Background: an optimization exercise with open tools, aiming at a short achievable clock period and few clock cycles. Do not read the settings as production practice. Where RTL was checked, it was by simulation tests only, not by an equivalence proof against the original. For run 2, only the layout was checked, not whether the RTL still works. Power is estimated from default activity; no workload was simulated.

--- flow/config.mk ---
export PLATFORM = sky130hd
export DESIGN_NAME = edge_detector
export DESIGN_NICKNAME = edge_detector
export VERILOG_FILES = /design/flow/design.v
export SDC_FILE = /design/flow/constraint.sdc
export NUM_CORES = 4
export LEC_CHECK = 0
export ABC_CLOCK_PERIOD_IN_PS = 3000
export CAP_MARGIN = 20
export CORE_MARGIN = 2
export CORE_UTILIZATION = 55
export SETUP_SLACK_MARGIN = 2.5
export SLEW_MARGIN = 20
export SYNTH_HIERARCHICAL = 1
--- flow/run.sh ---
#!/bin/bash
# synth_recipe.tcl (not shown) runs the flow's synth.tcl, then flattens the netlist and writes it again
# the make line also repeats each setting of config.mk as NAME=value (left out here)
make -C /OpenROAD-flow-scripts/flow DESIGN_CONFIG=/design/flow/config.mk WORK_HOME=/design/flow/orfs CLKGATE_MAP_FILE= SYNTH_SCRIPT=/design/flow/synth_recipe.tcl finish
--- flow/constraint.sdc ---
create_clock -name core_clock -period 6.0 [get_ports {clk}]
set_input_delay 1.2000 -clock core_clock [delete_from_list [all_inputs] [get_ports {clk}]]
set_output_delay 1.2000 -clock core_clock [all_outputs]
set_load 0.01 [all_outputs]
--- flow/design.v ---
module edge_detector (
    input             clk,
    input             rst,
    input             smp_valid,
    input      [15:0] smp_data,
    input             smp_err,
    input             arm,
    output reg        arm_ack,
    input      [2:0]  rd_field,
    output reg [21:0] rd_data,
    input      [6:0]  eb_addr,
    output     [7:0]  eb_data,
    output reg        sync_out,
    output            irq,
    output            fatal,
    output     [1:0]  fatal_reason
);
    localparam integer H = 16;
    localparam integer C = 64;
    localparam [2:0] M_IDLE      = 3'd0;
    localparam [2:0] M_ARMED     = 3'd1;
    localparam [2:0] M_RUNNING   = 3'd2;
    localparam [2:0] M_SUSPENDED = 3'd3;
    localparam [2:0] M_FATAL     = 3'd4;
    localparam [1:0] R_SYNC_LOSS = 2'd1;
    localparam [1:0] R_DMA_ERROR = 2'd2;
    localparam [1:0] R_OVERRUN   = 2'd3;
    localparam [1:0] E_RUN      = 2'd0;
    localparam [1:0] E_THROTTLE = 2'd1;
    localparam [1:0] E_SYNC     = 2'd2;
    reg [7:0]  eb [0:C-1];         
    reg [2:0]  mode;
    reg        irq_en;
    reg        ht, tc, err;
    reg [4:0]  wr_ptr;
    reg [1:0]  fatal_reason_q;
    reg [21:0] fatal_ctx;
    reg [3:0]  last_value;
    reg [15:0] last_duration;
    reg [6:0]  bytes;
    reg        cur_half;
    reg [3:0]  enc_ref;            
    reg [15:0] enc_dur;            
    reg [6:0]  enc_bytes;          
    reg [1:0]  enc_stop;           
    reg [20:0] enc_ctx;            
    wire        dma_on    = (mode == M_ARMED) || (mode == M_RUNNING) || (mode == M_SUSPENDED);
    wire        smp_take  = smp_valid && dma_on;
    wire        err_take  = smp_err && dma_on;
    wire        set_ht    = smp_take && (wr_ptr == H - 1);
    wire        set_tc    = smp_take && (wr_ptr == 2 * H - 1);
    wire        seq_mode  = (mode == M_ARMED) || (mode == M_RUNNING);
    wire        arm_take  = arm && (mode != M_FATAL);
    wire        dispatch  = !arm_take && seq_mode && irq_en && (err || ht || tc);
    wire [19:0] venc      = {enc_dur, enc_ref};
    wire        len_gt1   = (venc[19:7]  != 13'd0);
    wire        len_gt2   = (venc[19:14] != 6'd0);
    wire [7:0]  rec_b0    = {len_gt1, venc[6:0]};
    wire [7:0]  rec_b1    = {len_gt2, venc[13:7]};
    wire [7:0]  rec_b2    = {2'b00, venc[19:14]};
    wire [6:0]  enc_bytes_rec = enc_bytes + {5'd0, len_gt2, !len_gt2 && len_gt1} + 7'd1;
    wire        enc_go    = smp_take && (enc_stop == E_RUN);
    wire        is_edge   = (smp_data[3:0] != enc_ref);
    wire        is_bad    = (smp_data[15:5] != 11'd0);
    wire        no_room   = (enc_bytes > C - 10);
    wire [1:0]  seq_state = {fatal_reason_q == R_OVERRUN, fatal_reason_q[0]};
    assign irq          = irq_en && (ht || tc || err);
    assign fatal        = (mode == M_FATAL);
    assign fatal_reason = fatal_reason_q;
    wire [7:0] rd_lo, rd_hi;
    edge_detector_dec8 u_rd_lo (.a(eb_addr[2:0]), .y(rd_lo));
    edge_detector_dec8 u_rd_hi (.a(eb_addr[5:3]), .y(rd_hi));
    genvar rb, rg;
    generate
        for (rb = 0; rb < 8; rb = rb + 1) begin : g_rd_bit
            wire [7:0] grp;
            for (rg = 0; rg < 8; rg = rg + 1) begin : g_rd_grp
                edge_detector_sel8 u_sel (
                    .s(rd_lo),
                    .d({eb[8*rg+7][rb], eb[8*rg+6][rb], eb[8*rg+5][rb], eb[8*rg+4][rb],
                        eb[8*rg+3][rb], eb[8*rg+2][rb], eb[8*rg+1][rb], eb[8*rg+0][rb]}),
                    .y(grp[rg]));
            end
            edge_detector_sel8 u_out (.s(rd_hi), .d(grp), .y(eb_data[rb]));
        end
    endgenerate
    always @(*) begin
        case (rd_field)
            3'd0:    rd_data = {9'd0, sync_out, cur_half, seq_state, err, tc, ht,
                                irq_en, fatal_reason_q, mode};
            3'd1:    rd_data = {15'd0, bytes};
            3'd2:    rd_data = {18'd0, last_value};
            3'd3:    rd_data = {6'd0, last_duration};
            3'd4:    rd_data = fatal_ctx;
            default: rd_data = 22'd0;
        endcase
    end
    genvar a;
    generate
        for (a = 0; a < C; a = a + 1) begin : g_eb
            always @(posedge clk) begin
                if (smp_take) begin
                    if (enc_bytes[5:0] == a)
                        eb[a] <= rec_b0;
                    else if (a >= 1 && enc_bytes[5:0] == a - 1)
                        eb[a] <= rec_b1;
                    else if (a >= 2 && enc_bytes[5:0] == a - 2)
                        eb[a] <= rec_b2;
                end
            end
        end
    endgenerate
    always @(posedge clk) begin
        if (rst) begin
            mode           <= M_IDLE;
            irq_en         <= 1'b0;
            ht             <= 1'b0;
            tc             <= 1'b0;
            err            <= 1'b0;
            wr_ptr         <= 5'd0;
            sync_out       <= 1'b0;
            fatal_reason_q <= 2'd0;
            fatal_ctx      <= 22'd0;
            last_value     <= 4'd0;
            last_duration  <= 16'd0;
            bytes          <= 7'd0;
            cur_half       <= 1'b0;
            arm_ack        <= 1'b0;
            enc_ref        <= 4'd0;
            enc_dur        <= 16'd0;
            enc_bytes      <= 7'd0;
            enc_stop       <= E_RUN;
            enc_ctx        <= 21'd0;
        end else begin
            arm_ack <= 1'b0;
            if (smp_take) begin
                sync_out <= ~sync_out;
                wr_ptr   <= wr_ptr + 5'd1;
                if (set_ht) ht <= 1'b1;
                if (set_tc) tc <= 1'b1;
            end
            if (err_take)
                err <= 1'b1;
            if (enc_go) begin
                if (!is_edge) begin
                    enc_dur <= enc_dur + 16'd1;
                end else if (is_bad) begin
                    enc_stop <= E_SYNC;
                    enc_ctx  <= {smp_data, 1'b0, wr_ptr[3:0]};
                end else if (no_room) begin
                    enc_stop <= E_THROTTLE;
                end else begin
                    enc_bytes <= enc_bytes_rec;
                    enc_ref   <= smp_data[3:0];
                    enc_dur   <= 16'd0;
                end
            end
            if (arm_take) begin
                arm_ack       <= 1'b1;
                wr_ptr        <= 5'd0;
                ht            <= 1'b0;
                tc            <= 1'b0;
                err           <= 1'b0;
                bytes         <= 7'd0;
                last_duration <= 16'd0;
                mode          <= M_ARMED;
                irq_en        <= 1'b1;
                enc_ref       <= last_value;
                enc_dur       <= 16'd0;
                enc_bytes     <= 7'd0;
                enc_stop      <= E_RUN;
            end else if (dispatch) begin
                if (err) begin
                    mode           <= M_FATAL;
                    fatal_reason_q <= R_DMA_ERROR;
                    fatal_ctx      <= 22'd0;
                end else begin
                    cur_half   <= !ht;
                    bytes      <= enc_bytes;
                    last_value <= enc_ref;
                    case (enc_stop)
                        E_SYNC: begin
                            mode           <= M_FATAL;
                            fatal_reason_q <= R_SYNC_LOSS;
                            fatal_ctx      <= {enc_ctx, !ht};
                        end
                        E_THROTTLE: begin
                            last_duration <= enc_dur;
                            irq_en        <= 1'b0;
                            mode          <= M_SUSPENDED;
                        end
                        default: begin
                            last_duration <= enc_dur;
                            if (ht) begin
                                if (!set_ht) ht <= 1'b0;
                            end else begin
                                if (!set_tc) tc <= 1'b0;
                            end
                            if (ht ? tc : 1'b0) begin
                                mode           <= M_FATAL;
                                fatal_reason_q <= R_OVERRUN;
                                fatal_ctx      <= {21'd0, !ht};
                            end else begin
                                mode <= M_RUNNING;
                            end
                        end
                    endcase
                end
            end
        end
    end
endmodule
module edge_detector_dec8 (
    input  [2:0] a,
    output [7:0] y
);
    assign y = 8'd1 << a;
endmodule
module edge_detector_sel8 (
    input  [7:0] s,
    input  [7:0] d,
    output       y
);
    assign y = |(s & d);
endmodule
==> results of run 1 <==
-- metal layers --
| layer | GRT usage (%) | routed length (um) |
|---|---|---|
| met1 | 51.6 | 45800 |
| met2 | 60.5 | 55900 |
| met3 | 10.4 | 16800 |
| met4 | 23.0 | 7760 |
| met5 | 0 | 24 |
-- worst max-delay path, stage by stage --
cell and delay, ps:
buf_12 110, and3_4 240, buf_12 180, a22oi_2 170, nand4_1 260, a22oi_2 580, nand4_1 250, buf_2 200
-- stage by stage --
step / std cells / cell area [um2] / worst slack (ps)
CTS: 4270 / 37600 / 1750
global placement: 4122 / 34200 / 460
detailed placement: 4123 / 34200 / 428
finish: 4291 / 38000 / 1570
global route: 4291 / 38000 / 1630
floorplan: 3546 / 33200 / 1750
-- where the power goes --
part	switching [mW]	leakage (nW)	internal, mW
registers	0.0428	6.79	4.64
clock network	1.80	1.11	2.56
logic	0.208	6.40	0.109
total	2.05	14.3	7.31
-- per-module statistics from Yosys (local to each module, per instance) --
module,cell area (um2),cells,flops+latches,times used
edge_detector,30400,3170,626,1
edge_detector_sel8,36.3,5,0,72
edge_detector_dec8,65.1,8,0,2
-- cells in the mapped netlist, drive strengths merged, types with 3 or more instances --
cell type / n / area, um2
a22oi: 323 / 2420
o31ai: 13 / 111
xnor2: 7 / 61.3
clkbuf: 253 / 950
o22ai: 88 / 551
or2: 3 / 18.8
a21oi: 113 / 566
inv: 13 / 48.8
o21ai: 103 / 527
nor3b: 6 / 45.0
a22o: 3 / 26.3
and3b: 7 / 68.8
nor4: 5 / 58.8
edfxtp: 512 / 15400
mux2: 7 / 78.8
nand2b: 12 / 75.1
a211oi: 5 / 37.5
nor2b: 12 / 75.1
nor2: 471 / 1800
nand2: 756 / 2840
dfxtp: 114 / 2280
nand3: 7 / 40.0
or4: 11 / 82.6
and2: 8 / 50.1
and3: 12 / 77.6
ha: 9 / 113
buf: 89 / 432
mux2i: 159 / 1590
or3: 6 / 37.5
a31oi: 296 / 1850
a311oi: 5 / 43.8
nand4: 81 / 519
nor3: 16 / 85.1
-- final cells by class --
type                            count  area (um2)  share of cell area (%)
Clock inverter                     32         322                   0.846
Timing Repair Buffer              180        1990                    5.24
Multi-Input combinational cell   2566       15000                    39.5
Antenna cell                        1        2.50                 0.00658
Inverter                           14        52.6                   0.138
Sequential cell                   626       17700                    46.6
Clock buffer                       90        1930                    5.08
Tap cell                          782         978                    2.57
-- flip-flops by register name, indices dropped and copies added (netlist names) --
signal	cells
sync_out	1
err	1
cur_half	1
wr_ptr	5
arm_ack	1
enc_ctx	20
enc_ref	4
eb	512
fatal_ctx	21
enc_dur	16
tc	1
ht	1
fatal_reason_q	2
last_duration	16
last_value	4
irq_en	1
enc_bytes	7
bytes	7
mode	3
enc_stop	2
-- cell usage in the layout (no fill, tap or decap), types with 9 or more instances in the layout --
cell             count
nand2_1            733
edfxtp_1           512
nor2_1             452
a31oi_1            253
a22oi_1            251
mux2i_1            159
a21oi_1            107
dfxtp_1             95
o22ai_1             88
o21ai_0             84
nand4_1             79
clkbuf_16           76
buf_4               73
a22oi_2             72
a31oi_2             37
clkdlybuf4s50_1     25
nand2_2             23
buf_12              18
nor2_2              17
dlygate4sd2_1       17
clkinv_1            16
o21ai_1             15
dfxtp_4             15
clkbuf_1            14
inv_1               13
o31ai_1             12
buf_16              12
or4_1               11
nand2b_1            11
buf_2               11
nor3_1              10
and3_1              10
nor2b_1              9
ha_1                 9
-- worst max path at each step --
stage,endpoint,slack [ps],cells past startpoint
5_1_grt,eb_data[2],1630,9
4_1_cts,eb_data[0],1750,9
2_1_floorplan,eb_data[0],1750,5
3_5_place_dp,eb_data[2],430,8
6_report,eb_data[2],1570,8
3_3_place_gp,eb_data[2],460,8
-- kinds of logic (layout without fill, tap and decap cells) --
logic type / Yosys count / after routing
DFF: 626 / 626
adders and majority gates: 10 / 10
buffers and inverters: 356 / 316
other: 0 / 1
AOI/OAI and AO/OA: 958 / 958
and+or+nand+nor: 1420 / 1422
xor gates and xnor gates: 9 / 9
muxes: 167 / 167
-- what timing repair did --
action / 4_1_cts / 5_1_grt
resized for setup: 256 / 70
setup buffers: 12 / 13
gates cloned: 13 / 3
pin swaps: 71 / 38
hold buffers: 0 / 0
endpoints found under the setup margin: 342 / 367
==> flow_summary.yaml, run 1 <==
run_status:
  outcome: "timing/DRC/antenna clean"
global_routing:
  grt_pass1_wl_mm: 185
  grt_pass1_vias: 28912
  globalRouteOverflowTotal: 0
  grt_usage_pct: 39.8
  grt_max_degree: 71
  antenna_found_initial: 5
synthesis:
  synth_compound_area_share_pct: 18.8
  muxShareOfSynthArea_pct: 5.10
  synth_edf_count: 512
  synth-seq-cells: 626
  synth_area_um2: 33200
  synth-seq-area-share_pct: 53.2
  syn_area_per_cell_um2: 9.36
  synth_xor_area_share_pct: 0.238
  synth_cell_type_count: 66
  synth-main-ff-cell: "edfxtp_1"
  syn_inst: 3546
  synth_adder_area_share_pct: 0.400
  ys_async_sr_fraction_pct: 0
  synthSimpleGateAreaFrac_pct: 17.9
  synth_top_family_by_area: "compound AO/OA/AOI/OAI gates"
  yosys_warnings: 8
  synth_nets: 3587
die:
  core-area_um2: 60000
  start_util_pct: 55.3
  die_y_um: 250
  dieArea_um2: 62300
  pin_count: 67
  rows: 90
  die_w_um: 250
worst_setup_path:
  cp.arrival_ps: 3230
  crit_start: "eb_addr[2]"
  cp-end-kind: "output pin"
  rr_startpoint: "enc_bytes[3]"
  crit_type: "input pin to output pin"
  path_max_fanout: 18
  cp.required_ps: 4800
  r2r_slack_ps: 2570
  worstRegToRegCells: 4
  critPathLaunchType: "input pin"
  worstReg2RegEnd: "eb[17][5]"
final_layout:
  areaGrowthSynthToFinish_pct: 14.6
  fin_nets: 3497
  nFillCells: 4832
  final_core_util_pct: 63.4
  layout-drive-gt1-share_pct: 13.3
timing:
  finalMaxSlewViolations: 0
  hold_violations: 0
  hold_ws_ps: 454
  relSlewSlack_pct: 18.7
  clock_skew_ps: 18.9
  worstMarginPinSlew_ps: 1220
  rsz0062_at_grt: "yes"
  finalSetupViolations: 0
  post-route-min-period_ps: 4430
  period_share_pct: 73.8
  final.setup.tns_ps: 0
  timing.fmax_mhz: 226
clock_tree:
  cts.clk_slew.worst_paths_ps: 60
  clockBufferDepth: 3
  cts_sinks: 626
  insertion_delay_ps: 620
  cts_tree: "yes"
  clock-root-buffer: "clkbuf_16"
  cts_buffers: 68
  htree_num_levels: 3
detailed_routing:
  dr.pass1.iters: 8
  wire_per_inst_um: 29.4
  wl_mm: 126
  viasPerCell: 6.98
  drtIter0Drc: 4054
  vias: 29949
  ant_nets: 0
  drc: 0
place:
  routabilityCongestion: 1.04
  dp_hpwl_mm: 71.8
  io_buffers: 65
hold_path:
  hp-start: "last_duration[5]"
  hold_class: "register to register"
  min_path_cells: 2
  hold_path_end: "last_duration[5]"
power_and_ir_drop:
  p_total_mw: 9.36
  p_leak_nw: 14.3
  power_density_nw_per_um2: 246
  peakVddDrop_v: 0.000240
job:
  maxCapViolations: 0
Testbench counts, summed over its fixed seeds: cycles 20,128.
==> run 2, diff against run 1 <==
--- a/flow/design.v
+++ b/flow/design.v
@@ -67,23 +67,7 @@
     assign irq          = irq_en && (ht || tc || err);
     assign fatal        = (mode == M_FATAL);
     assign fatal_reason = fatal_reason_q;
-    wire [7:0] rd_lo, rd_hi;
-    edge_detector_dec8 u_rd_lo (.a(eb_addr[2:0]), .y(rd_lo));
-    edge_detector_dec8 u_rd_hi (.a(eb_addr[5:3]), .y(rd_hi));
-    genvar rb, rg;
-    generate
-        for (rb = 0; rb < 8; rb = rb + 1) begin : g_rd_bit
-            wire [7:0] grp;
-            for (rg = 0; rg < 8; rg = rg + 1) begin : g_rd_grp
-                edge_detector_sel8 u_sel (
-                    .s(rd_lo),
-                    .d({eb[8*rg+7][rb], eb[8*rg+6][rb], eb[8*rg+5][rb], eb[8*rg+4][rb],
-                        eb[8*rg+3][rb], eb[8*rg+2][rb], eb[8*rg+1][rb], eb[8*rg+0][rb]}),
-                    .y(grp[rg]));
-            end
-            edge_detector_sel8 u_out (.s(rd_hi), .d(grp), .y(eb_data[rb]));
-        end
-    endgenerate
+    assign eb_data      = eb[eb_addr[5:0]];
     always @(*) begin
         case (rd_field)
             3'd0:    rd_data = {9'd0, sync_out, cur_half, seq_state, err, tc, ht,
@@ -210,16 +194,3 @@
         end
     end
 endmodule
-module edge_detector_dec8 (
-    input  [2:0] a,
-    output [7:0] y
-);
-    assign y = 8'd1 << a;
-endmodule
-module edge_detector_sel8 (
-    input  [7:0] s,
-    input  [7:0] d,
-    output       y
-);
-    assign y = |(s & d);
-endmodule
==> flow/config.mk (replaced) <==
export PLATFORM = sky130hd
export DESIGN_NAME = edge_detector
export DESIGN_NICKNAME = edge_detector
export VERILOG_FILES = /design/flow/design.v
export SDC_FILE = /design/flow/constraint.sdc
export NUM_CORES = 4
export LEC_CHECK = 0
export CAP_MARGIN = 20
export CORE_MARGIN = 2
export CORE_UTILIZATION = 40
export SLEW_MARGIN = 20
==> flow_summary.yaml, run 2 <==
run_status:
  outcome: "complete, but fails checks"
  so_faults: "negative setup slack"
power_and_ir_drop:
  p_comb_share_pct: 3.8
  peakVddDrop_v: 0.000244
  seqPwrFrac_pct: 47.7
  p_leak_nw: 15.1
  p_int_mw: 7.46
  p_switching_mw: 2.34
  power_density_nw_per_um2: 246
  power.share.clock_pct: 48.5
  p_total_mw: 9.80
  swShare_pct: 23.8
synthesis:
  synth-main-ff-cell: "edfxtp_1"
  synth_top_area_share_pct: 44.9
  synth_common_cells: "763 x nand2_1, 512 x edfxtp_1, 493 x nor2_1"
  synth_cell_type_count: 64
  synth-seq-area-share_pct: 51.6
  synth_edf_count: 512
  yosys_warnings: 2
  synth_area_leaders: "edfxtp_1 45%, nand2_1 8.4%, dfxtp_1 6.7%"
  syn_area_per_cell_um2: 9.06
  synth.most_common_cell: "nand2_1"
  synth-seq-cells: 626
  synth_nets: 3819
  ys_async_sr_fraction_pct: 0
  synth_area_leader_cell: "edfxtp_1"
  synth_area_um2: 34200
  syn_inst: 3777
final_layout:
  final_cell_mix: "762 x nand2_1, 512 x edfxtp_1, 485 x nor2_1"
  largest_reg_flops: 512
  layout_commonest_cell: "nand2_1"
  top_regs: "eb: 512 flops, fatal_ctx: 21 flops, enc_ctx: 20 flops"
  nFillCells: 8056
  final_core_util_pct: 46.8
  regMostFlops: "eb"
  areaGrowthSynthToFinish_pct: 16.1
  layout-drive-gt1-share_pct: 12.3
  fin_nets: 3805
detailed_routing:
  vias: 33494
  wl_mm: 189
  ant_nets: 0
  dr.pass1.iters: 6
  drtIter0Drc: 6056
  drc: 0
  viasPerCell: 6.74
  wire_per_inst_um: 38.0
worst_setup_path:
  path_cells: "clkdlybuf4s50_1 > buf_12 > and2_2 > buf_4 > a22o_1 > a32oi_1 > nand3_1 > nor3_1 > buf_4 > a31oi_1 > clkdlybuf4s50_1"
  critPathLaunchType: "input pin"
  crit_slowest_cell: "a32oi_1"
  cp-end-kind: "output pin"
  worstRegToRegCells: 7
  crit_type: "input pin to output pin"
  rr_startpoint: "enc_bytes[1]"
  cp.arrival_ps: 4870
  worstReg2RegEnd: "eb[7][3]"
  cp.required_ps: 4800
  r2r_slack_ps: 1860
  cpPeakStageDelay_ps: 560
  path_max_fanout: 14
die:
  start_util_pct: 40.3
  core-area_um2: 85000
  rows: 107
  pin_count: 67
  dieArea_um2: 87900
  die_y_um: 297
  die_w_um: 297
timing:
  rsz0062_at_grt: "no"
  clock_skew_ps: 25.5
  hold_ws_ps: 458
  worstMarginPinSlew_ps: 1270
  finalMaxSlewViolations: 0
  finalSetupViolations: 2
  timing.fmax_mhz: 165
  worst_slack_ps: -67.5
  hold_violations: 0
  relSlewSlack_pct: 15.2
  period_share_pct: 101
  post-route-min-period_ps: 6070
hold_path:
  hold_class: "register to register"
  hp-start: "bytes[5]"
  min_path_cells: 2
  hold_path_end: "bytes[5]"
clock_tree:
  cts_setup_buffers: 0
  htree_num_levels: 3
  cts_tree: "yes"
  clock-root-buffer: "clkbuf_16"
  cts_buffers: 74
  insertion_delay_ps: 670
  cts_sinks: 626
  clockBufferDepth: 3
  cts.clk_slew.worst_paths_ps: 60
global_routing:
  grt_usage_pct: 42.3
  globalRouteOverflowTotal: 0
  grt_max_degree: 66
  grt_pass1_wl_mm: 254
  antenna_found_initial: 13
  grt_pass1_vias: 29561
job:
  maxCapViolations: 0
place:
  routabilityCongestion: 1.10
  dp_hpwl_mm: 131
  io_buffers: 65
-- run 2: cell types whose count changed in the layout (fill, tap and decap cells not counted), sizes merged, moves of 18 or more --
cell / before / now
nor2: 471 / 494
nand3: 7 / 124
a22oi: 323 / 78
o22ai: 88 / 115
buf: 128 / 266
nand4: 81 / 47
clkdlybuf4s50: 25 / 64
a22o: 3 / 22
a32oi: 1 / 88
nor3: 16 / 37
o21ai: 103 / 121
and3: 12 / 31
-- run 2: cell families (layout without fill, tap and decap cells) --
kind of cell               after synthesis  in the layout  share of synthesized area, %
adders and majority gates               11             11                         0.424
AOI/OAI and AO/OA                      892            892                          17.0
buffers and inverters                  437            480                          4.99
muxes                                  181            181                          5.39
xor gates and xnor gates                25             25                         0.640
other                                    0              3                             0
and+or+nand+nor                       1605           1605                          20.0
DFF                                    626            626                          51.6
-- run 2: how the worst max path moves through the flow --
stage / start / end / cells after the start
finish: eb_addr[4] / eb_data[6] / 11
CTS: eb_addr[3] / eb_data[2] / 13
detailed placement: eb_addr[2] / eb_data[6] / 10
floorplan: eb_addr[2] / eb_data[4] / 8
global route: eb_addr[2] / eb_data[6] / 10
global placement: eb_addr[2] / eb_data[7] / 10
-- run 2: power groups by stage --
stage          sequential (mW)  combinational [mW]  clock, mW
4_1_cts                   4.67               0.353       4.75
2_1_floorplan             4.75               0.162          0
3_3_place_gp              4.77               0.353          0
3_5_place_dp              4.77               0.352          0
5_1_grt                   4.67               0.372       4.91
6_report                  4.67               0.371       4.75
-- run 2: layout make-up --
type	instances	area, um2	share of cell area, %
Sequential cell	626	17700	44.6
Multi-Input combinational cell	2714	15100	38.1
Timing Repair Buffer	330	2870	7.21
Clock buffer	97	2050	5.16
Tap cell	1144	1430	3.60
Clock inverter	36	460	1.16
Inverter	17	63.8	0.161
Antenna cell	3	7.51	0.0189
-- run 2: critical path, delay by kind of cell --
kind	cells	cell delay, ps
AND/OR/NAND/NOR	3	1000
AO/OA/AOI/OAI	3	950
buffers and inverters	5	1670
-- run 2: layer usage --
layer,vias to the layer above,routed length (um),global-route usage [%]
met5,-,155,0.831
met3,491,26100,12.3
met1,16434,72100,57.8
met2,2731,77500,59.8
li1,13824,-,-
met4,14,12900,23.4
-- run 2: stage by stage --
step	TNS [ps]	worst slack, ps	instance area [um2]	instances
after CTS	0	6.77	39600	4962
after global routing	0	39.4	39700	4964
after floorplan	0	1690	34200	3777
after global placement	0	0.0604	37000	4827
after detailed placement	-9.72	-9.72	37100	4829
final	-69.5	-67.5	39700	4967
-- run 2: what timing repair did --
action | CTS | global route
resized for setup | 1 | 3
hold buffers | 0 | 0
endpoints found under the setup margin | 2 | 3
==> run 3, diff against run 2 <==
--- a/flow/design.v
+++ b/flow/design.v
@@ -67,7 +67,34 @@
     assign irq          = irq_en && (ht || tc || err);
     assign fatal        = (mode == M_FATAL);
     assign fatal_reason = fatal_reason_q;
-    assign eb_data      = eb[eb_addr[5:0]];
+    wire [3:0] rd_s0;
+    edge_detector_dec4 u_rd_dec0 (.a(eb_addr[1:0]), .y(rd_s0));
+    wire [3:0] rd_s1;
+    edge_detector_dec4 u_rd_dec1 (.a(eb_addr[3:2]), .y(rd_s1));
+    wire [3:0] rd_s2;
+    edge_detector_dec4 u_rd_dec2 (.a(eb_addr[5:4]), .y(rd_s2));
+    genvar rb, ri;
+    generate
+        for (rb = 0; rb < 8; rb = rb + 1) begin : g_rd_bit
+            wire [63:0] l0;
+            for (ri = 0; ri < 64; ri = ri + 1) begin : g_l0
+                assign l0[ri] = eb[ri][rb];
+            end
+            wire [15:0] l1;
+            for (ri = 0; ri < 16; ri = ri + 1) begin : g_l1
+                edge_detector_sel4 u_sel (.s(rd_s0), .d(l0[4*ri +: 4]), .y(l1[ri]));
+            end
+            wire [3:0] l2;
+            for (ri = 0; ri < 4; ri = ri + 1) begin : g_l2
+                edge_detector_sel4 u_sel (.s(rd_s1), .d(l1[4*ri +: 4]), .y(l2[ri]));
+            end
+            wire [0:0] l3;
+            for (ri = 0; ri < 1; ri = ri + 1) begin : g_l3
+                edge_detector_sel4 u_sel (.s(rd_s2), .d(l2[4*ri +: 4]), .y(l3[ri]));
+            end
+            assign eb_data[rb] = l3[0];
+        end
+    endgenerate
     always @(*) begin
         case (rd_field)
             3'd0:    rd_data = {9'd0, sync_out, cur_half, seq_state, err, tc, ht,
@@ -194,3 +221,16 @@
         end
     end
 endmodule
+module edge_detector_dec4 (
+    input  [1:0] a,
+    output [3:0] y
+);
+    assign y = 4'd1 << a;
+endmodule
+module edge_detector_sel4 (
+    input  [3:0] s,
+    input  [3:0] d,
+    output       y
+);
+    assign y = |(s & d);
+endmodule
--- a/flow/config.mk
+++ b/flow/config.mk
@@ -5,7 +5,10 @@
 export SDC_FILE = /design/flow/constraint.sdc
 export NUM_CORES = 4
 export LEC_CHECK = 0
+export ABC_CLOCK_PERIOD_IN_PS = 3000
 export CAP_MARGIN = 20
 export CORE_MARGIN = 2
-export CORE_UTILIZATION = 40
+export CORE_UTILIZATION = 55
+export SETUP_SLACK_MARGIN = 2.5
 export SLEW_MARGIN = 20
+export SYNTH_HIERARCHICAL = 1
==> flow_summary.yaml, run 3 <==
run_status:
  outcome: "timing/DRC/antenna clean"
timing:
  final.setup.tns_ps: 0
  rsz0062_at_grt: "yes"
  finalMaxSlewViolations: 0
  period_share_pct: 71.3
  finalSetupViolations: 0
  worstMarginPinSlew_ps: 1200
  clock_skew_ps: 22.6
  post-route-min-period_ps: 4280
  hold_violations: 0
  relSlewSlack_pct: 20.0
  timing.fmax_mhz: 234
worst_setup_path:
  critPathLaunchType: "input pin"
  r2r_slack_ps: 2470
  critPathTopFamily: "buffers and inverters"
  cp.arrival_ps: 3080
  cp.required_ps: 4800
  worstRegToRegCells: 4
  cpPeakStageDelay_ps: 470
  crit_buf_inv: 3
  path_cells: "dlygate4sd2_1 > nor2b_2 > buf_8 > a22oi_2 > nand2_2 > a22oi_2 > nand2_2 > buf_6"
  crit_slowest_cell: "dlygate4sd2_1"
  crit_type: "input pin to output pin"
  worstReg2RegEnd: "eb[38][2]"
  rr_startpoint: "enc_bytes[2]"
  path_max_fanout: 32
  cp-end-kind: "output pin"
synthesis:
  synth_common_cells: "905 x nand2_1, 512 x edfxtp_1, 459 x nor2_1"
  syn_inst: 3692
  synth-seq-cells: 626
  synth_area_um2: 33600
  yosys_warnings: 8
  synth_area_leader_cell: "edfxtp_1"
  synth-seq-area-share_pct: 52.5
  synth_area_leaders: "edfxtp_1 46%, nand2_1 10%, a22oi_1 8.1%"
  synth-main-ff-cell: "edfxtp_1"
  synth_edf_count: 512
  synth_top_area_share_pct: 45.7
  syn_area_per_cell_um2: 9.10
  synth.most_common_cell: "nand2_1"
  ys_async_sr_fraction_pct: 0
  synth_cell_type_count: 58
  synth_nets: 3733
final_layout:
  nFillCells: 4875
  top_regs: "eb: 512 flops, fatal_ctx: 21 flops, enc_ctx: 20 flops"
  layout_commonest_cell: "nand2_1"
  regMostFlops: "eb"
  largest_reg_flops: 512
  areaGrowthSynthToFinish_pct: 15.1
  seq_area_um2: 17700
  layout-drive-gt1-share_pct: 14.8
  fin_nets: 3629
  antennaDiodeCount: 0
  final_cell_mix: "853 x nand2_1, 512 x edfxtp_1, 447 x nor2_1"
  fin_area_um2: 38700
  multi_input_area_um2: 15800
clock_tree:
  cts.clk_slew.worst_paths_ps: 50
  clock-root-buffer: "clkbuf_16"
  insertion_delay_ps: 620
  cts_sinks: 626
  clockBufferDepth: 3
  cts_tree: "yes"
  postCtsHoldBufs: 0
  cts_buffers: 71
  htree_num_levels: 3
place:
  routabilityCongestion: 0.946
  dp_hpwl_mm: 69.4
  placed_area_um2: 34500
  io_buffers: 65
hold_path:
  hold_path_end: "last_duration[1]"
  min_path_cells: 2
  hold_class: "register to register"
  hp-start: "last_duration[1]"
power_and_ir_drop:
  p_leak_nw: 14.8
  p_switching_mw: 2.09
  peakVddDrop_v: 0.000205
  swShare_pct: 22.3
  p_comb_share_pct: 4.4
  p_int_mw: 7.27
  power.share.clock_pct: 45.7
  seqPwrFrac_pct: 49.9
  power_density_nw_per_um2: 242
detailed_routing:
  drtIter0Drc: 3881
  wl_mm: 122
  dr.pass1.iters: 7
  wire_per_inst_um: 27.7
  viasPerCell: 6.87
  ant_nets: 0
  vias: 30373
  drc: 0
die:
  core-area_um2: 60400
  dieArea_um2: 63100
  rows: 90
  start_util_pct: 55.7
  die_y_um: 251
  die_w_um: 251
  pin_count: 67
global_routing:
  grt_max_degree: 74
  grt_pass1_vias: 28539
  grt_pass1_wl_mm: 181
  grt_usage_pct: 38.2
  globalRouteOverflowTotal: 0
  antenna_found_initial: 0
job:
  maxCapViolations: 0
-- run 3: modules after synthesis, one instance, submodules excluded --
module              times used  area (um2)  flip-flops and latches  cells inside
edge_detector_sel4         168        18.8                       0             3
edge_detector                1       30400                     626          3176
edge_detector_dec4           3        26.3                       0             4
-- run 3: power by group through the flow --
| stage | logic (mW) | clock network [mW] | registers (mW) |
|---|---|---|---|
| floorplan | 0.158 | 0 | 4.75 |
| global placement | 0.290 | 0 | 4.75 |
| detailed placement | 0.294 | 0 | 4.76 |
| CTS | 0.383 | 4.28 | 4.66 |
| global route | 0.424 | 4.45 | 4.66 |
| finish | 0.415 | 4.27 | 4.67 |
-- run 3: logic make-up (layout without fill, tap and decap cells) --
group | count (synthesis) | after routing | share of synthesized area [%]
and+or+nand+nor | 1480 | 1486 | 17.6
AOI/OAI and AO/OA | 1037 | 1037 | 20.1
DFF | 626 | 626 | 52.5
buffers and inverters | 368 | 309 | 4.28
muxes | 162 | 162 | 4.89
adders and majority gates | 10 | 10 | 0.395
xor gates and xnor gates | 9 | 9 | 0.235
-- run 3: what timing repair did --
action                                  4_1_cts  5_1_grt
pin swaps                                    81       69
endpoints found under the setup margin      335      448
gates cloned                                 15        0
buffers inserted                             24        5
resized for setup                           326      128
endpoints found under the hold margin         0        0
-- run 3: worst max path at each step --
| stage | start | to | slack, ps | cells after the start |
|---|---|---|---|---|
| floorplan | eb_addr[1] | eb_data[0] | 1370 | 8 |
| global placement | eb_addr[0] | eb_data[3] | 550 | 10 |
| detailed placement | eb_addr[0] | eb_data[3] | 520 | 10 |
| CTS | eb_addr[1] | eb_data[3] | 1780 | 12 |
| global route | eb_addr[0] | eb_data[0] | 1740 | 12 |
| finish | eb_addr[3] | eb_data[0] | 1720 | 8 |
-- run 3: area by class of cell --
cell class | instances | share of cell area, %
tap | 782 | 2.53
clock buffer | 93 | 5.02
clock inverter | 31 | 0.714
multi-input combinational | 2704 | 40.9
timing repair buffer | 169 | 4.85
inverter | 16 | 0.155
sequential | 626 | 45.8
-- run 3: metal layers --
metal	up-vias	GRT usage [%]	part of all wire [%]
met1	14699	50.8	38
li1	13328	-	-
met4	0	21.2	5.6
met3	409	8.19	11
met2	1937	58.4	45
met5	-	0	0
-- run 3: tightest hold or removal path, cell delays in order, from the launching register on --
cell,delay [ps]
dfxtp_1,310
nand2_1,50
a21oi_1,50
-- run 3: per-stage QoR --
step | total power [mW] | std cells | setup slack [ps] | util (%) | hold WS, ps
final | 9.35 | 4421 | 1720 | 64.1 | 457
after global routing | 9.54 | 4421 | 1740 | 64.1 | 487
after CTS | 9.33 | 4415 | 1780 | 63.2 | 457
after detailed placement | 5.05 | 4252 | 515 | 57.2 | 449
after global placement | 5.04 | 4251 | 545 | 57.2 | 438
after floorplan | 4.91 | 3692 | 1370 | - | 406
Testbench counts of run 3, summed over its fixed seeds: cycles 20,128.
==> run 4, diff against run 3 <==
--- a/flow/design.v
+++ b/flow/design.v
@@ -42,6 +42,7 @@
     reg [3:0]  enc_ref;            
     reg [15:0] enc_dur;            
     reg [6:0]  enc_bytes;          
+    reg [1:0]  enc_mod3;           
     reg [1:0]  enc_stop;           
     reg [20:0] enc_ctx;            
     wire        dma_on    = (mode == M_ARMED) || (mode == M_RUNNING) || (mode == M_SUSPENDED);
@@ -59,6 +60,9 @@
     wire [7:0]  rec_b1    = {len_gt2, venc[13:7]};
     wire [7:0]  rec_b2    = {2'b00, venc[19:14]};
     wire [6:0]  enc_bytes_rec = enc_bytes + {5'd0, len_gt2, !len_gt2 && len_gt1} + 7'd1;
+    wire [1:0]  enc_mod3_rec  = len_gt2 ? enc_mod3 :
+                                len_gt1 ? ((enc_mod3 == 2'd0) ? 2'd2 : enc_mod3 - 2'd1) :
+                                          ((enc_mod3 == 2'd2) ? 2'd0 : enc_mod3 + 2'd1);
     wire        enc_go    = smp_take && (enc_stop == E_RUN);
     wire        is_edge   = (smp_data[3:0] != enc_ref);
     wire        is_bad    = (smp_data[15:5] != 11'd0);
@@ -67,32 +71,14 @@
     assign irq          = irq_en && (ht || tc || err);
     assign fatal        = (mode == M_FATAL);
     assign fatal_reason = fatal_reason_q;
-    wire [3:0] rd_s0;
-    edge_detector_dec4 u_rd_dec0 (.a(eb_addr[1:0]), .y(rd_s0));
-    wire [3:0] rd_s1;
-    edge_detector_dec4 u_rd_dec1 (.a(eb_addr[3:2]), .y(rd_s1));
-    wire [3:0] rd_s2;
-    edge_detector_dec4 u_rd_dec2 (.a(eb_addr[5:4]), .y(rd_s2));
     genvar rb, ri;
     generate
         for (rb = 0; rb < 8; rb = rb + 1) begin : g_rd_bit
-            wire [63:0] l0;
-            for (ri = 0; ri < 64; ri = ri + 1) begin : g_l0
-                assign l0[ri] = eb[ri][rb];
-            end
-            wire [15:0] l1;
-            for (ri = 0; ri < 16; ri = ri + 1) begin : g_l1
-                edge_detector_sel4 u_sel (.s(rd_s0), .d(l0[4*ri +: 4]), .y(l1[ri]));
-            end
-            wire [3:0] l2;
-            for (ri = 0; ri < 4; ri = ri + 1) begin : g_l2
-                edge_detector_sel4 u_sel (.s(rd_s1), .d(l1[4*ri +: 4]), .y(l2[ri]));
-            end
-            wire [0:0] l3;
-            for (ri = 0; ri < 1; ri = ri + 1) begin : g_l3
-                edge_detector_sel4 u_sel (.s(rd_s2), .d(l2[4*ri +: 4]), .y(l3[ri]));
-            end
-            assign eb_data[rb] = l3[0];
+            wire [63:0] col;
+            for (ri = 0; ri < 64; ri = ri + 1) begin : g_col
+                assign col[ri] = eb[ri][rb];
+            end
+            edge_detector_rdbit u_bit (.a(eb_addr[5:0]), .d(col), .y(eb_data[rb]));
         end
     endgenerate
     always @(*) begin
@@ -106,18 +92,19 @@
             default: rd_data = 22'd0;
         endcase
     end
+    wire [7:0] wr_bus [0:2];
+    assign wr_bus[0] = (enc_mod3 == 2'd0) ? rec_b0 : (enc_mod3 == 2'd1) ? rec_b2 : rec_b1;
+    assign wr_bus[1] = (enc_mod3 == 2'd0) ? rec_b1 : (enc_mod3 == 2'd1) ? rec_b0 : rec_b2;
+    assign wr_bus[2] = (enc_mod3 == 2'd0) ? rec_b2 : (enc_mod3 == 2'd1) ? rec_b1 : rec_b0;
     genvar a;
     generate
         for (a = 0; a < C; a = a + 1) begin : g_eb
+            wire we = (enc_bytes[5:0] == a) ||
+                      (a >= 1 && enc_bytes[5:0] == a - 1) ||
+                      (a >= 2 && enc_bytes[5:0] == a - 2);
             always @(posedge clk) begin
-                if (smp_take) begin
-                    if (enc_bytes[5:0] == a)
-                        eb[a] <= rec_b0;
-                    else if (a >= 1 && enc_bytes[5:0] == a - 1)
-                        eb[a] <= rec_b1;
-                    else if (a >= 2 && enc_bytes[5:0] == a - 2)
-                        eb[a] <= rec_b2;
-                end
+                if (smp_take && we)
+                    eb[a] <= wr_bus[a % 3];
             end
         end
     endgenerate
@@ -140,6 +127,7 @@
             enc_ref        <= 4'd0;
             enc_dur        <= 16'd0;
             enc_bytes      <= 7'd0;
+            enc_mod3       <= 2'd0;
             enc_stop       <= E_RUN;
             enc_ctx        <= 21'd0;
         end else begin
@@ -162,6 +150,7 @@
                     enc_stop <= E_THROTTLE;
                 end else begin
                     enc_bytes <= enc_bytes_rec;
+                    enc_mod3  <= enc_mod3_rec;
                     enc_ref   <= smp_data[3:0];
                     enc_dur   <= 16'd0;
                 end
@@ -179,6 +168,7 @@
                 enc_ref       <= last_value;
                 enc_dur       <= 16'd0;
                 enc_bytes     <= 7'd0;
+                enc_mod3      <= 2'd0;
                 enc_stop      <= E_RUN;
             end else if (dispatch) begin
                 if (err) begin
@@ -221,15 +211,38 @@
         end
     end
 endmodule
-module edge_detector_dec4 (
-    input  [1:0] a,
-    output [3:0] y
-);
-    assign y = 4'd1 << a;
-endmodule
-module edge_detector_sel4 (
-    input  [3:0] s,
-    input  [3:0] d,
+module edge_detector_rdbit (
+    input  [5:0]  a,
+    input  [63:0] d,
+    output        y
+);
+    wire [63:0] l0 = d;
+    wire [7:0] s0;
+    edge_detector_dec8 u_dec0 (.a(a[2:0]), .y(s0));
+    wire [7:0] s1;
+    edge_detector_dec8 u_dec1 (.a(a[5:3]), .y(s1));
+    genvar i;
+    generate
+        wire [7:0] l1;
+        for (i = 0; i < 8; i = i + 1) begin : g_l1
+            edge_detector_sel8 u_sel (.s(s0), .d(l0[8*i +: 8]), .y(l1[i]));
+        end
+        wire [0:0] l2;
+        for (i = 0; i < 1; i = i + 1) begin : g_l2
+            edge_detector_sel8 u_sel (.s(s1), .d(l1[8*i +: 8]), .y(l2[i]));
+        end
+    endgenerate
+    assign y = l2[0];
+endmodule
+module edge_detector_dec8 (
+    input  [2:0] a,
+    output [7:0] y
+);
+    assign y = 8'd1 << a;
+endmodule
+module edge_detector_sel8 (
+    input  [7:0] s,
+    input  [7:0] d,
     output       y
 );
     assign y = |(s & d);
==> flow_summary.yaml, run 4 <==
synthesis:
  synth_cell_type_count: 60
  ys_async_sr_fraction_pct: 0
  syn_inst: 1841
  yosys_warnings: 8
  synth-main-ff-cell: "edfxtp_1"
  synth_top_area_share_pct: 60.6
  synth_area_leaders: "edfxtp_1 61%, a22oi_1 9.4%, dfxtp_1 9.1%"
  synth.most_common_cell: "edfxtp_1"
  synth_edf_count: 512
  synth_nets: 1885
  synth-seq-area-share_pct: 69.7
  synth_area_leader_cell: "edfxtp_1"
  synth_area_um2: 25400
  synth-seq-cells: 628
  synth_common_cells: "512 x edfxtp_1, 317 x a22oi_1, 148 x nor2_1"
  syn_area_per_cell_um2: 13.8
detailed_routing:
  drc: 0
  vias: 18260
  wire_per_inst_um: 32.9
  wl_mm: 88.6
  viasPerCell: 6.79
  ant_nets: 0
  dr.pass1.iters: 6
  drtIter0Drc: 2373
worst_setup_path:
  cpPeakStageDelay_ps: 290
  crit_type: "input pin to output pin"
  cp.arrival_ps: 2690
  crit_slowest_cell: "and3b_2"
  cp-end-kind: "output pin"
  path_cells: "buf_16 > buf_16 > and3b_2 > a22oi_1 > nand4_1 > a22oi_2 > nand4_1 > buf_2"
  path_max_fanout: 8
  critPathLaunchType: "input pin"
  cp.required_ps: 4800
clock_tree:
  clockBufferDepth: 3
  cts_sinks: 628
  clock-root-buffer: "clkbuf_16"
  insertion_delay_ps: 650
  htree_num_levels: 2
  postCtsHoldBufs: 0
  cts.clk_slew.worst_paths_ps: 60
  cts_tree: "yes"
  cts_buffers: 61
die:
  rows: 78
  die_y_um: 219
  pin_count: 67
  start_util_pct: 55.8
  core-area_um2: 45500
  dieArea_um2: 47900
  die_w_um: 219
final_layout:
  final_cell_mix: "512 x edfxtp_1, 204 x a22oi_1, 127 x nand2_1"
  areaGrowthSynthToFinish_pct: 21.4
  fin_nets: 2078
  layout-drive-gt1-share_pct: 24.1
  largest_reg_flops: 512
  regMostFlops: "eb"
  layout_commonest_cell: "edfxtp_1"
  top_regs: "eb: 512 flops, fatal_ctx: 21 flops, enc_ctx: 20 flops"
global_routing:
  grt_pass1_vias: 17670
  antenna_found_initial: 1
  grt_max_degree: 59
  grt_pass1_wl_mm: 125
  globalRouteOverflowTotal: 0
  grt_usage_pct: 37.4
job:
  maxCapViolations: 0
timing:
  clock_skew_ps: 17.5
  timing.fmax_mhz: 257
  worstMarginPinSlew_ps: 1200
  post-route-min-period_ps: 3890
  hold_violations: 0
  finalSetupViolations: 0
  relSlewSlack_pct: 20.1
  period_share_pct: 64.8
  final.setup.tns_ps: 0
  rsz0062_at_grt: "yes"
  finalMaxSlewViolations: 0
  hold_ws_ps: 456
hold_path:
  hold_class: "register to register"
power_and_ir_drop:
  peakVddDrop_v: 0.000227
  power_density_nw_per_um2: 290
  p_leak_nw: 9.65
place:
  routabilityCongestion: 0.921
  io_buffers: 65
  dp_hpwl_mm: 52.1
run_status:
  outcome: "timing/DRC/antenna clean"
[run 4: per-layer routing]
layer,vias up,track usage [%],share of wire (%)
li1,7739,-,-
met1,9075,46.6,36
met2,1130,58.7,46
met3,316,8.65,10
met4,0,25.2,7.6
met5,-,0,0
[run 4: worst paths after layout]
check	start	end	slack, ps	depth (start not counted)
min	bytes[1]	bytes[1]	460	2
max reg2reg	enc_bytes[5]	eb[39][1]	3000	4
min reg2reg	bytes[1]	bytes[1]	460	2
max	eb_addr[2]	eb_data[5]	2110	8
[run 4: cells by family after synthesis]
| group | share of synthesized area [%] |
|---|---|
| AND/OR/NAND/NOR | 12.7 |
| flip-flops | 69.7 |
| adder cells (fa/ha/maj) | 0.670 |
| AO/OA/AOI/OAI | 12.9 |
| multiplexers | 2.22 |
| XOR/XNOR | 0.311 |
| buffers and inverters | 1.46 |
[run 4: Yosys stat by module (local to each module, per instance), a selection]
| module | times used | area (um2) | flip-flops and latches |
|---|---|---|---|
| edge_detector_dec8 | 16 | 65.1 | 0 |
| edge_detector | 1 | 21700 | 628 |
| edge_detector_sel8 | 72 | 36.3 | 0 |
[run 4: power by group]
part,switching [mW],internal (mW),total (mW)
logic,0.292,0.216,0.508
clock network,1.65,2.11,3.76
registers,0.0107,4.67,4.68
total,1.96,6.99,8.95
[run 4: critical path, delay by kind of cell]
kind,cells,cell delay (ps)
and+or+nand+nor,3,610
AOI/OAI and AO/OA,2,410
buffers and inverters,3,450
[run 4: stage by stage]
stage / worst slack (ps) / utilization [%] / cell area [um2] / power [mW] / cells
CTS: 2130 / 66.9 / 30400 / 8.94 / 2681
detailed placement: 828 / 60.1 / 27300 / 5.17 / 2533
finish: 2110 / 67.8 / 30800 / 8.95 / 2689
global route: 2070 / 67.8 / 30800 / 9.15 / 2687
global placement: 864 / 60.1 / 27300 / 5.17 / 2533
floorplan: 2580 / - / 25400 / 4.99 / 1841
[run 4: cell type report]
cell class	count	area [um2]
antenna	2	5.00
clock buffer	80	1650
clock inverter	36	302
fill	3253	14700
inverter	19	71.3
multi-input combinational	1127	8330
sequential	628	17700
tap	600	751
timing repair buffer	197	2020
[run 4: timing repair]
item,4_1_cts,5_1_grt
buffers inserted,20,3
gates resized for setup,233,74
endpoints found under the hold margin,0,0
endpoints found under the setup margin,188,157
pin swaps,79,68
cloned,12,3
Testbench counts of run 4, summed over its fixed seeds: cycles 20,128.
==> run 5, diff against run 4 <==
--- a/flow/design.v
+++ b/flow/design.v
@@ -69,7 +69,7 @@
     wire        no_room   = (enc_bytes > C - 10);
     wire [1:0]  seq_state = {fatal_reason_q == R_OVERRUN, fatal_reason_q[0]};
     assign irq          = irq_en && (ht || tc || err);
-    assign fatal        = (mode == M_FATAL);
+    assign fatal        = mode[2];             
     assign fatal_reason = fatal_reason_q;
     genvar rb, ri;
     generate
@@ -103,7 +103,7 @@
                       (a >= 1 && enc_bytes[5:0] == a - 1) ||
                       (a >= 2 && enc_bytes[5:0] == a - 2);
             always @(posedge clk) begin
-                if (smp_take && we)
+                if (we)
                     eb[a] <= wr_bus[a % 3];
             end
         end
==> flow_summary.yaml, run 5 <==
run_status:
  outcome: "timing/DRC/antenna clean"
power_and_ir_drop:
  swShare_pct: 21.2
  p_switching_mw: 1.90
  seqPwrFrac_pct: 52.4
  p_leak_nw: 10.6
  p_total_mw: 8.92
  p_comb_share_pct: 5.0
  peakVddDrop_v: 0.000226
  power_density_nw_per_um2: 287
  p_int_mw: 7.02
  power.share.clock_pct: 42.6
timing:
  post-route-min-period_ps: 4070
  finalSetupViolations: 0
  relSlewSlack_pct: 14.0
  clock_skew_ps: 20.1
  timing.fmax_mhz: 246
  period_share_pct: 67.8
  final.setup.tns_ps: 0
  finalMaxSlewViolations: 0
  hold_violations: 0
  rsz0062_at_grt: "yes"
  worstMarginPinSlew_ps: 1290
worst_setup_path:
  crit_buf_inv: 4
  crit_slowest_cell: "and3b_2"
  cp.arrival_ps: 2870
  cpPeakStageDelay_ps: 300
  critPathTopFamily: "buffers and inverters"
  cp-end-kind: "output pin"
  crit_type: "input pin to output pin"
  path_cells: "buf_16 > buf_16 > buf_12 > and3b_2 > a22oi_2 > nand4_1 > a22oi_2 > nand4_1 > buf_2"
  path_max_fanout: 8
  cp.required_ps: 4800
  critPathLaunchType: "input pin"
detailed_routing:
  wire_per_inst_um: 32.9
  vias: 17998
  drc: 0
  dr.pass1.iters: 8
  ant_nets: 0
  viasPerCell: 6.79
  wl_mm: 87.2
  drtIter0Drc: 2291
synthesis:
  syn_inst: 1810
  yosys_warnings: 8
  ys_async_sr_fraction_pct: 0
  synth_area_um2: 25400
  synth_nets: 1855
  synth.most_common_cell: "edfxtp_1"
  synth-seq-area-share_pct: 69.8
  synth_edf_count: 512
  synth_area_leader_cell: "edfxtp_1"
  synth-seq-cells: 628
  synth_area_leaders: "edfxtp_1 61%, dfxtp_1 9.2%, a22oi_1 8.8%"
  synth_common_cells: "512 x edfxtp_1, 297 x a22oi_1, 123 x nor2_1"
  synth_top_area_share_pct: 60.6
  syn_area_per_cell_um2: 14.0
  synth_cell_type_count: 66
  synth-main-ff-cell: "edfxtp_1"
clock_tree:
  clockBufferDepth: 3
  cts_sinks: 628
  clock-root-buffer: "clkbuf_16"
  cts.clk_slew.worst_paths_ps: 60
  postCtsHoldBufs: 0
  htree_num_levels: 2
  cts_buffers: 61
  cts_tree: "yes"
  insertion_delay_ps: 640
final_layout:
  regMostFlops: "eb"
  multi_input_area_um2: 8410
  seq_area_um2: 17700
  layout-drive-gt1-share_pct: 26.8
  final_cell_mix: "512 x edfxtp_1, 182 x a22oi_1, 117 x nand2_1"
  antennaDiodeCount: 0
  fin_nets: 2047
  layout_commonest_cell: "edfxtp_1"
  nFillCells: 3225
  top_regs: "eb: 512 flops, fatal_ctx: 21 flops, enc_ctx: 20 flops"
  areaGrowthSynthToFinish_pct: 22.4
  largest_reg_flops: 512
die:
  die_w_um: 219
  die_y_um: 219
  rows: 78
  start_util_pct: 55.8
  core-area_um2: 45500
  pin_count: 67
  dieArea_um2: 47800
job:
  maxCapViolations: 0
place:
  io_buffers: 65
  routabilityCongestion: 0.892
  dp_hpwl_mm: 50.9
global_routing:
  grt_pass1_vias: 17245
  grt_pass1_wl_mm: 123
  antenna_found_initial: 1
  grt_usage_pct: 36.9
  grt_max_degree: 44
  globalRouteOverflowTotal: 0
hold_path:
  hold_class: "register to register"
==> run 5: cell types whose count changed after synthesis, moves of 5 or more <==
cell / delta
a22o_1: +20
nor3_1: +7
a21oi_1: -6
nor2_1: -25
buf_2: -5
a22oi_1: -20
nand2_1: -8
buf_4: +5
==> run 5: layer usage <==
metal	global-route usage [%]	vias up	share of wire, %
li1	-	7649	-
met1	47.0	8962	36
met2	59.0	1097	47
met3	9.13	288	11
met4	18.4	2	6.1
met5	0	-	0.015
==> run 5: what timing repair did <==
action,CTS,global route
setup endpoints to repair,36,23
gates cloned,14,0
buffers inserted,30,6
pin swaps,69,44
resized for setup,283,78
==> run 5: cell families after synthesis <==
group	count (synthesis)	synth area share (%)
DFF	628	69.8
and+or+nand+nor	546	12.2
AOI/OAI and AO/OA	468	13.1
buffers and inverters	86	1.52
muxes	59	2.39
adders and majority gates	14	0.720
xor gates and xnor gates	9	0.311
==> run 5: cell type report <==
cell class                 count  share of cell area [%]
sequential                   628                    57.0
multi-input combinational   1096                    27.1
timing repair buffer         198                    6.99
inverter                      17                   0.206
clock buffer                  78                    5.26
tap                          600                    2.42
clock inverter                35                    1.02
==> run 5: worst paths after layout <==
| check | from | endpoint | cells past startpoint | slack [ps] |
|---|---|---|---|---|
| worst max register to register | enc_bytes[5] | eb[32][6] | 4 | 2640 |
| worst min register to register | last_duration[13] | last_duration[13] | 2 | 460 |
| worst min-delay path | last_duration[13] | last_duration[13] | 2 | 460 |
| worst max-delay path | eb_addr[1] | eb_data[1] | 9 | 1930 |
==> run 5: power groups by stage <==
stage	logic (mW)	clock network, mW	registers [mW]
CTS	0.421	3.83	4.67
global placement	0.311	0	4.77
finish	0.446	3.80	4.67
global route	0.465	4.00	4.67
detailed placement	0.315	0	4.77
floorplan	0.169	0	4.76
==> run 5: worst min-delay path, stage by stage (launching register included) <==
cell     delay [ps]
dfxtp_1         310
nand2_1          50
a21oi_1          50
==> run 5: Yosys stat by module, one instance, submodules excluded, excerpt <==
module / cells / area (um2) / copies in the design
edge_detector_dec8: 8 / 65.1 / 16
edge_detector_sel8: 5 / 36.3 / 72
edge_detector: 1322 / 21700 / 1
==> run 5: metrics by stage <==
stage	util, %	cell area [um2]	setup WS (ps)	hold WS (ps)	std cells
4_1_cts	67.4	30600	1960	459	2642
3_3_place_gp	59.9	27300	958	439	2483
2_1_floorplan	-	25400	2580	431	1810
3_5_place_dp	60.0	27300	960	449	2485
5_1_grt	68.3	31000	1890	476	2652
6_report	68.3	31000	1930	457	2652
Testbench counts of run 5, summed over its fixed seeds: cycles 20,128.
==> run 6, diff against run 5 <==
--- a/flow/design.v
+++ b/flow/design.v
@@ -28,7 +28,8 @@
     localparam [1:0] E_RUN      = 2'd0;
     localparam [1:0] E_THROTTLE = 2'd1;
     localparam [1:0] E_SYNC     = 2'd2;
-    reg [7:0]  eb [0:C-1];         
+    localparam integer EB_N = C - 7;
+    reg [7:0]  eb [0:EB_N-1];
     reg [2:0]  mode;
     reg        irq_en;
     reg        ht, tc, err;
@@ -69,13 +70,13 @@
     wire        no_room   = (enc_bytes > C - 10);
     wire [1:0]  seq_state = {fatal_reason_q == R_OVERRUN, fatal_reason_q[0]};
     assign irq          = irq_en && (ht || tc || err);
-    assign fatal        = mode[2];             
+    assign fatal        = (mode == M_FATAL);
     assign fatal_reason = fatal_reason_q;
     genvar rb, ri;
     generate
         for (rb = 0; rb < 8; rb = rb + 1) begin : g_rd_bit
-            wire [63:0] col;
-            for (ri = 0; ri < 64; ri = ri + 1) begin : g_col
+            wire [EB_N-1:0] col;
+            for (ri = 0; ri < EB_N; ri = ri + 1) begin : g_col
                 assign col[ri] = eb[ri][rb];
             end
             edge_detector_rdbit u_bit (.a(eb_addr[5:0]), .d(col), .y(eb_data[rb]));
@@ -98,12 +99,12 @@
     assign wr_bus[2] = (enc_mod3 == 2'd0) ? rec_b2 : (enc_mod3 == 2'd1) ? rec_b1 : rec_b0;
     genvar a;
     generate
-        for (a = 0; a < C; a = a + 1) begin : g_eb
+        for (a = 0; a < EB_N; a = a + 1) begin : g_eb
             wire we = (enc_bytes[5:0] == a) ||
                       (a >= 1 && enc_bytes[5:0] == a - 1) ||
                       (a >= 2 && enc_bytes[5:0] == a - 2);
             always @(posedge clk) begin
-                if (we)
+                if (smp_take && we)
                     eb[a] <= wr_bus[a % 3];
             end
         end
@@ -213,26 +214,21 @@
 endmodule
 module edge_detector_rdbit (
     input  [5:0]  a,
-    input  [63:0] d,
+    input  [56:0] d,
     output        y
 );
-    wire [63:0] l0 = d;
-    wire [7:0] s0;
+    wire [7:0] s0, s1;
     edge_detector_dec8 u_dec0 (.a(a[2:0]), .y(s0));
-    wire [7:0] s1;
     edge_detector_dec8 u_dec1 (.a(a[5:3]), .y(s1));
-    genvar i;
+    wire [7:0] grp;
+    genvar g;
     generate
-        wire [7:0] l1;
-        for (i = 0; i < 8; i = i + 1) begin : g_l1
-            edge_detector_sel8 u_sel (.s(s0), .d(l0[8*i +: 8]), .y(l1[i]));
-        end
-        wire [0:0] l2;
-        for (i = 0; i < 1; i = i + 1) begin : g_l2
-            edge_detector_sel8 u_sel (.s(s1), .d(l1[8*i +: 8]), .y(l2[i]));
+        for (g = 0; g < 7; g = g + 1) begin : g_grp
+            edge_detector_sel8 u_sel (.s(s0), .d(d[8*g +: 8]), .y(grp[g]));
         end
     endgenerate
-    assign y = l2[0];
+    assign grp[7] = |(s0[0:0] & d[56:56]);
+    edge_detector_sel8 u_out (.s(s1), .d(grp), .y(y));
 endmodule
 module edge_detector_dec8 (
     input  [2:0] a,
==> flow_summary.yaml, run 6 <==
power_and_ir_drop:
  swShare_pct: 21.9
  p_total_mw: 8.19
  power_density_nw_per_um2: 285
  seqPwrFrac_pct: 51.9
  p_leak_nw: 9.33
  p_comb_share_pct: 6.0
  peakVddDrop_v: 0.000203
  p_switching_mw: 1.79
  power.share.clock_pct: 42.1
  p_int_mw: 6.40
hold_path:
  hp-start: "last_duration[1]"
  min_path_cells: 2
  hold_class: "register to register"
  hold_path_end: "last_duration[1]"
timing:
  rsz0062_at_grt: "yes"
  clock_skew_ps: 24.9
  final.setup.tns_ps: 0
  period_share_pct: 67.4
  hold_ws_ps: 459
  finalSetupViolations: 0
  timing.fmax_mhz: 247
  post-route-min-period_ps: 4050
  hold_violations: 0
  relSlewSlack_pct: 15.1
  worstMarginPinSlew_ps: 1270
  finalMaxSlewViolations: 0
detailed_routing:
  dr.pass1.iters: 6
  viasPerCell: 6.82
  drtIter0Drc: 1928
  ant_nets: 0
  wire_per_inst_um: 32.1
  drc: 0
  vias: 17029
  wl_mm: 80.3
final_layout:
  top_regs: "eb: 456 flops, fatal_ctx: 21 flops, enc_ctx: 20 flops"
  final_cell_mix: "456 x edfxtp_1, 174 x a22oi_1, 116 x dfxtp_1"
  areaGrowthSynthToFinish_pct: 22.5
  nFillCells: 2972
  fin_nets: 1959
  largest_reg_flops: 456
  fin_area_um2: 28700
  layout_commonest_cell: "edfxtp_1"
  regMostFlops: "eb"
  antennaDiodeCount: 0
  layout-drive-gt1-share_pct: 25.3
worst_setup_path:
  worstRegToRegCells: 4
  crit_buf_inv: 4
  cpPeakStageDelay_ps: 280
  cp.required_ps: 4800
  cp.arrival_ps: 2850
  path_max_fanout: 7
  rr_startpoint: "enc_bytes[5]"
  path_cells: "buf_16 > buf_12 > buf_12 > and3b_2 > a22oi_2 > nand4_1 > a22oi_1 > nand4_1 > buf_2"
  r2r_slack_ps: 2650
  cp-end-kind: "output pin"
  critPathTopFamily: "buffers and inverters"
  crit_slowest_cell: "and3b_2"
  crit_type: "input pin to output pin"
  worstReg2RegEnd: "eb[32][0]"
  critPathLaunchType: "input pin"
synthesis:
  synth-main-ff-cell: "edfxtp_1"
  ys_async_sr_fraction_pct: 0
  synth_cell_type_count: 62
  synth-seq-area-share_pct: 68.4
  syn_area_per_cell_um2: 13.6
  synth_area_um2: 23400
  syn_inst: 1722
  synth-seq-cells: 572
  synth_top_area_share_pct: 58.5
  yosys_warnings: 8
  synth_area_leaders: "edfxtp_1 58%, dfxtp_1 9.9%, a22oi_1 8.5%"
  synth_nets: 1767
  synth_area_leader_cell: "edfxtp_1"
  synth_common_cells: "456 x edfxtp_1, 264 x a22oi_1, 116 x dfxtp_1"
  synth.most_common_cell: "edfxtp_1"
  synth_edf_count: 456
clock_tree:
  cts_sinks: 572
  insertion_delay_ps: 620
  htree_num_levels: 2
  clockBufferDepth: 3
  clock-root-buffer: "clkbuf_16"
  cts.clk_slew.worst_paths_ps: 60
  cts_buffers: 57
  cts_tree: "yes"
run_status:
  outcome: "timing/DRC/antenna clean"
global_routing:
  globalRouteOverflowTotal: 0
  grt_pass1_wl_mm: 114
  antenna_found_initial: 0
  grt_max_degree: 61
  grt_usage_pct: 36.7
  grt_pass1_vias: 16149
die:
  rows: 75
  dieArea_um2: 44300
  die_w_um: 210
  start_util_pct: 55.8
  pin_count: 67
  die_y_um: 210
  core-area_um2: 41900
place:
  placed_area_um2: 25500
  io_buffers: 65
  routabilityCongestion: 0.924
  dp_hpwl_mm: 48.7
job:
  maxCapViolations: 0
[run 6: cell types whose count changed in the layout (fill, tap and decap cells not counted), sizes merged, moves of 5 or more]
cell / before / now
edfxtp: 512 / 456
a22oi: 297 / 264
nor2: 123 / 100
and2: 4 / 19
nand2: 123 / 111
nor3: 34 / 44
or3: 7 / 15
o21ai: 53 / 60
o211ai: 6 / 0
dlymetal6s2s: 0 / 5
or4: 7 / 2
[run 6: layer usage]
metal / wire length, um / share of wire [%] / vias to the layer above / global-route usage, %
met2: 36900 / 46 / 1111 / 57.6
met5: 0 / 0 / - / 0
met4: 4960 / 6.2 / 0 / 19.5
met3: 8200 / 10 / 217 / 7.69
li1: - / - / 7291 / -
met1: 30200 / 38 / 8410 / 48.3
[run 6: worst max path at each step]
| stage | start | endpoint | slack [ps] | depth (start not counted) |
|---|---|---|---|---|
| 2_1_floorplan | eb_addr[1] | eb_data[0] | 2620 | 5 |
| 5_1_grt | eb_addr[1] | eb_data[5] | 1920 | 10 |
| 3_5_place_dp | eb_addr[0] | eb_data[2] | 1000 | 8 |
| 6_report | eb_addr[1] | eb_data[3] | 1950 | 9 |
| 3_3_place_gp | eb_addr[0] | eb_data[2] | 1040 | 8 |
| 4_1_cts | eb_addr[1] | eb_data[3] | 1980 | 10 |
[run 6: worst register-to-register path, delay by kind of cell (launching register included)]
family / cells / cell delay (ps)
compound gates: 1 / 800
buf+inv: 1 / 300
flops: 1 / 880
simple gates: 2 / 1070
[run 6: per-module statistics from Yosys (local to each module, per instance)]
module               flops+latches  times used  cells inside  cell area, um2
edge_detector                  572           1          1266           20000
edge_detector_dec8               0          16             8            65.1
edge_detector_sel8               0          64             5            36.3
edge_detector_rdbit              0           8             1            6.26
[run 6: metrics by stage]
stage | cells | setup slack [ps] | util [%]
detailed placement | 2350 | 1000 | 60.7
floorplan | 1722 | 2620 | -
CTS | 2490 | 1980 | 67.7
global placement | 2347 | 1040 | 60.6
finish | 2498 | 1950 | 68.4
global route | 2498 | 1920 | 68.4
[run 6: cells by family (layout without fill, tap and decap cells)]
| logic type | Yosys count | count (layout) | share of synthesized area (%) |
|---|---|---|---|
| compound gates | 438 | 438 | 13.0 |
| simple gates | 544 | 545 | 13.3 |
| buf+inv | 86 | 322 | 1.61 |
| mux | 59 | 59 | 2.58 |
| fa+ha+maj | 14 | 14 | 0.780 |
| flops | 572 | 572 | 68.4 |
| xor+xnor | 9 | 9 | 0.337 |
[run 6: power groups by stage]
| stage | clock (mW) | combinational [mW] | sequential, mW |
|---|---|---|---|
| after global routing | 3.62 | 0.512 | 4.25 |
| after CTS | 3.45 | 0.461 | 4.25 |
| after global placement | 0 | 0.374 | 4.34 |
| after floorplan | 0 | 0.206 | 4.33 |
| after detailed placement | 0 | 0.379 | 4.34 |
| final | 3.45 | 0.488 | 4.25 |
[run 6: cell type report]
cell class,count,area [um2],share of cell area [%]
Sequential cell,572,16000,55.8
Multi-Input combinational cell,1065,8150,28.4
Timing Repair Buffer,204,2020,7.04
Clock buffer,69,1510,5.28
Tap cell,539,674,2.35
Clock inverter,35,264,0.920
Inverter,14,53.8,0.188
[run 6: timing repair]
action                     in CTS  in global routing
setup buffers                  26                  7
gates cloned                   10                  1
hold buffers                    0                  0
pin swaps                      50                 27
gates resized for setup       236                 70
setup endpoints to repair      94                 73
Testbench counts of run 6, summed over its fixed seeds: cycles 20,128.

-- what the ideal ports hide --
No port has a modelled driver above. Below, the same layouts with a new extraction and two added sets of constraints. Step 1 (the two cells are an assumption about what drives the block):
set clk [get_ports {clk}]
set_driving_cell -lib_cell sky130_fd_sc_hd__clkbuf_16 $clk
set_driving_cell -lib_cell sky130_fd_sc_hd__buf_2 [delete_from_list [all_inputs] $clk]
Step 2 times the ports against the registers' clock, not the clock port: input delays grow and output delays shrink by t, the midpoint of the rising clock arrivals with the driver on. Three values: ideal, step 1, step 2; two values: the first two.
run | t (ns) | setup WS [ns] | hold WS [ns] | clock arrival spread, ns
run 1 | 0.682 | 1.574 / 1.525 / 1.525 | 0.454 / 0.454 / 0.454 | 0.019 / 0.020
run 2 | 0.726 | -0.068 / -0.090 / -0.090 | 0.458 / 0.458 / 0.458 | 0.031 / 0.031
run 3 | 0.679 | 1.723 / 1.676 / 1.676 | 0.457 / 0.457 / 0.457 | 0.023 / 0.023
run 4 | 0.694 | 2.112 / 1.749 / 1.749 | 0.456 / 0.456 / 0.456 | 0.023 / 0.023
run 5 | 0.680 | 1.933 / 1.811 / 1.811 | 0.457 / 0.457 / 0.457 | 0.022 / 0.022
run 6 | 0.669 | 1.955 / 1.865 / 1.865 | 0.459 / 0.459 / 0.459 | 0.028 / 0.028
For run 4, which loses most, drivers alone change the setup slack by -0.363 ns; drivers and shift together by -0.363 ns.
